From an optimization exercise on the open Yosys and OpenROAD flow, aimed at small area; shortcuts taken in it are not production practice.

## xn_decoder
module xn_decoder #(
    parameter integer TSW      = 16,
    parameter [7:0]   VER_INIT = 8'd30
) (
    input  wire             clk,
    input  wire             rst,
    input  wire             in_valid,
    input  wire [7:0]       in_byte,
    input  wire [TSW-1:0]   in_ts,
    input  wire             ver_wr,
    input  wire [7:0]       ver_wdata,
    input  wire             discard,
    output reg              out_valid,
    output wire             out_ok,
    output wire [2:0]       out_reason,
    output wire [7:0]       out_call_raw,
    output wire [TSW-1:0]   out_call_ts,
    output wire             out_cf_valid,
    output wire [2:0]       out_kind,
    output wire [4:0]       out_addr,
    output wire             out_bcast,
    output wire             out_def_valid,
    output wire [4:0]       out_def,
    output wire             out_hdr_valid,
    output wire [7:0]       out_hdr,
    output wire             out_id_valid,
    output wire [7:0]       out_id,
    output wire [3:0]       out_payload_len,
    output wire [15*8-1:0]  out_payload,
    output wire             out_checksum_valid,
    output wire [4:0]       out_raw_len,
    output wire [18*8-1:0]  out_raw,
    output wire             diag_ambiguous,
    output wire [2:0]       st,
    output wire [2:0]       fr
);
For scale: about 870 cells after synthesis, about 380 I/O pins, about 10000 um^2 of cells after synthesis.
Settings: LEC_CHECK=0, CAP_MARGIN=0, CORE_MARGIN=2, CORE_UTILIZATION=70, SLEW_MARGIN=0; clock period 12.0 ns.
standard.sh (not shown) runs the stock make flow with config.mk's settings and CLKGATE_MAP_FILE= SYNTH_SCRIPT=/design/flow/synth_recipe.tcl, a recipe that flattens the netlist after the stock synthesis.
==> flow/flow/run.sh <==
#!/bin/bash
# Standard ORFS layout (the standard.sh) with: port buffers made of the
# smallest buffer cell (every port still gets one), and a clock tree built
# without dummy load cells. ORFS writes each step's log under orfs/logs;
# make's output goes to standard.log.
set -euo pipefail
export BUFFER_PORTS_ARGS="-buffer_cell sky130_fd_sc_hd__buf_1"
export CTS_ARGS="-sink_clustering_enable -repair_clock_nets -dont_use_dummy_load -buf_list {sky130_fd_sc_hd__clkbuf_4 sky130_fd_sc_hd__clkbuf_8} -sink_clustering_size 12"
bash standard.sh > standard.log 2>&1
Then changed:
--- a/flow/design.v
+++ b/flow/design.v
@@ -133,29 +133,24 @@
             else if (c[6:5] == 2'b00 && pv && !bc) classify = {1'b1, K_RESEND};
             else if (c[6:5] == 2'b01 && pv && bc)  classify = {1'b1, K_BPOLL};
             else if (c[6:5] == 2'b11 && bc)        classify = {1'b1, K_FRAMED};
             else if (c[6:5] == 2'b11 && pv)        classify = {1'b1, K_FRAMED};
             else if (c[6:5] == 2'b01 && pv)        classify = {1'b1, K_UNKNOWN};
             else if (!pv)                          classify = {1'b0, R_PARITY};
             else                                   classify = {1'b0, R_UNCLASS};
         end
     endfunction
     wire [3:0] cls_in = classify(b);
     wire [3:0] cls_cf = classify(cf_raw);
     wire       cf_bc  = (cf_raw[4:0] == 5'd0);
-    function [4:0] flen;
-        input [4:0] s;
-        input [3:0] nb;
-        flen = 5'd1 + {4'd0, c_idv[s]} + {1'b0, (c_var[s] ? nb : c_n[s])} + {4'd0, c_ck[s]};
-    endfunction
     reg       h_fail, h_amb, h_id;
     reg [4:0] h_sel;
     always @(*) begin
         h_fail = 1'b0; h_amb = 1'b0; h_id = 1'b0; h_sel = 5'd0;
         if (cf_bc) begin
             casez (b)
                 8'h4?: h_sel = 5'd1;
                 8'h61, 8'h81: h_id = 1'b1;
                 default: h_fail = 1'b1;
             endcase
         end else begin
             casez (b)
@@ -248,25 +243,25 @@
             end else if (is_hdr) begin
                 n_sel = h_sel;
                 if (h_fail) begin
                     fail = 1'b1; fr_code = h_amb ? R_AMBIG : R_NOMATCH;
                 end else if (h_id)
                     n_st = S_WAIT_ID;
                 else
                     n_st = S_WAIT_DATA;     
             end else if (is_id) begin
                 n_sel = i_sel;
                 if (i_fail) begin
                     fail = 1'b1; fr_code = i_amb ? R_AMBIG : R_NOMATCH;
-                end else if (i_sel == 5'd30 && nib == 4'd0)
+                end else if (!cf_bc && h0 == 8'h40 && !(b[7:6] == 2'b11 && ge30))
                     do_proc = 1'b1;           
                 else
                     n_st = S_WAIT_DATA;
             end else begin
                 do_proc = (len == {1'b0, dl_sel} + {4'd0, idv_sel} + 5'd1);
             end
             if (do_proc) begin
                 if (is_dat ? p_none : ge30) begin
                     fail = 1'b1; fr_code = R_NOMATCH;
                 end else if (is_dat && p_amb) begin
                     fail = 1'b1; fr_code = R_AMBIG;
                 end else if (xsum != 8'd0) begin    
@@ -302,41 +297,40 @@
     end
     integer k;
     always @(posedge clk) begin
         if (in_valid && !framed_byte) begin
             cf_raw <= b;
             cf_ts  <= in_ts;
         end
         if (in_valid) begin
             len  <= framed_byte ? len_s : 5'd0;
             sel  <= n_sel;
         end
         for (k = 0; k < BUFCAP - 1; k = k + 1)
-            if (len == k)
+            if (in_valid && framed_byte && len == k)
                 buf_q[k*8 +: 8] <= b;
         if (in_valid && framed_byte)
             buf_q[(BUFCAP-1)*8 +: 8] <= (is_hdr || len == BUFCAP - 1) ? b : xsum;
     end
-    wire cf_framed = cls_cf[3] && (cls_cf[2:0] == K_FRAMED);
     assign out_ok             = (st == S_EMIT);
     assign out_checksum_valid = out_ok;
     assign out_reason         = fr;
     assign diag_ambiguous     = (fr == R_AMBIG);
     assign out_call_raw       = cf_raw;
     assign out_call_ts        = cf_ts;
     assign out_cf_valid       = cls_cf[3];
     assign out_kind           = cls_cf[3] ? cls_cf[2:0] : 3'd0;
     assign out_addr           = cf_raw[4:0];
     assign out_bcast          = cf_bc;
-    assign out_def_valid      = (out_ok && cf_framed) || (fr == R_CHECKSUM);
+    assign out_def_valid      = (out_ok && len != 5'd0) || (fr == R_CHECKSUM);
     wire pair89 = (sel == 5'd8)  && !vcl[1];    
     wire pair23 = (sel == 5'd22) &&  vcl[4];    
     assign out_def            = pair89 ? 5'd9 : pair23 ? 5'd23 : sel;
     assign out_hdr_valid      = out_def_valid;
     assign out_hdr            = buf_q[7:0];
     assign out_id_valid       = out_def_valid && pay2;
     assign out_id             = buf_q[15:8];
     assign out_payload_len    = out_def_valid ? (pair89 ? 4'd1 : dl_sel) : 4'd0;
     assign out_payload        = (buf_q[8 +: 120] | {120{pay2}}) & (buf_q[16 +: 120] | {120{pay1}});
     assign out_raw_len        = len;
     assign out_raw            = buf_q;
 endmodule
Hold slack gains 65 ps.
Utilization shrinks by 2.1 points.
First-iteration DRC count drops by 26%.
Wire length falls by 10%.
Die area is higher by 1.7%.
Fmax climbs by 10%.
Setup slack gains 540 ps.
Via count fell by 3.4%.
Synthesized cell count hardly moves.
Non-clock buffer count fell by 6.
Cell area rises by 0.44%.
No functional check of the RTL was part of any run of this note.

==> static timing again, ports no longer ideal <==
In the flow no input, the clock included, has a driving cell. The finished layouts below were timed again as built, in two steps.
Step 1 assumes that a clkbuf_16 drives the clock port and a buf_2 every other input.
Step 2 adds t to the input delays and takes it off the output delays; t is the mean of the earliest and latest rising clock arrival at the registers after step 1. Input paths then give back, and output paths get back, about the clock's delay inside the block.
Slacks: no drivers / after step 1 / after step 2; pairs: no drivers / after step 1.
run | shift t [ns] | setup WS [ns] | worst data-port slew with drivers (ns)
the first run | 0.476 | 6.191 / 6.203 / 5.727 | 0.05
the second run | 0.480 | 6.735 / 6.742 / 6.262 | 0.04
After both steps every run listed still meets setup and hold. The setup slack of the second run, which loses most, moves by +0.007 ns with the drivers and by -0.473 ns with both steps.
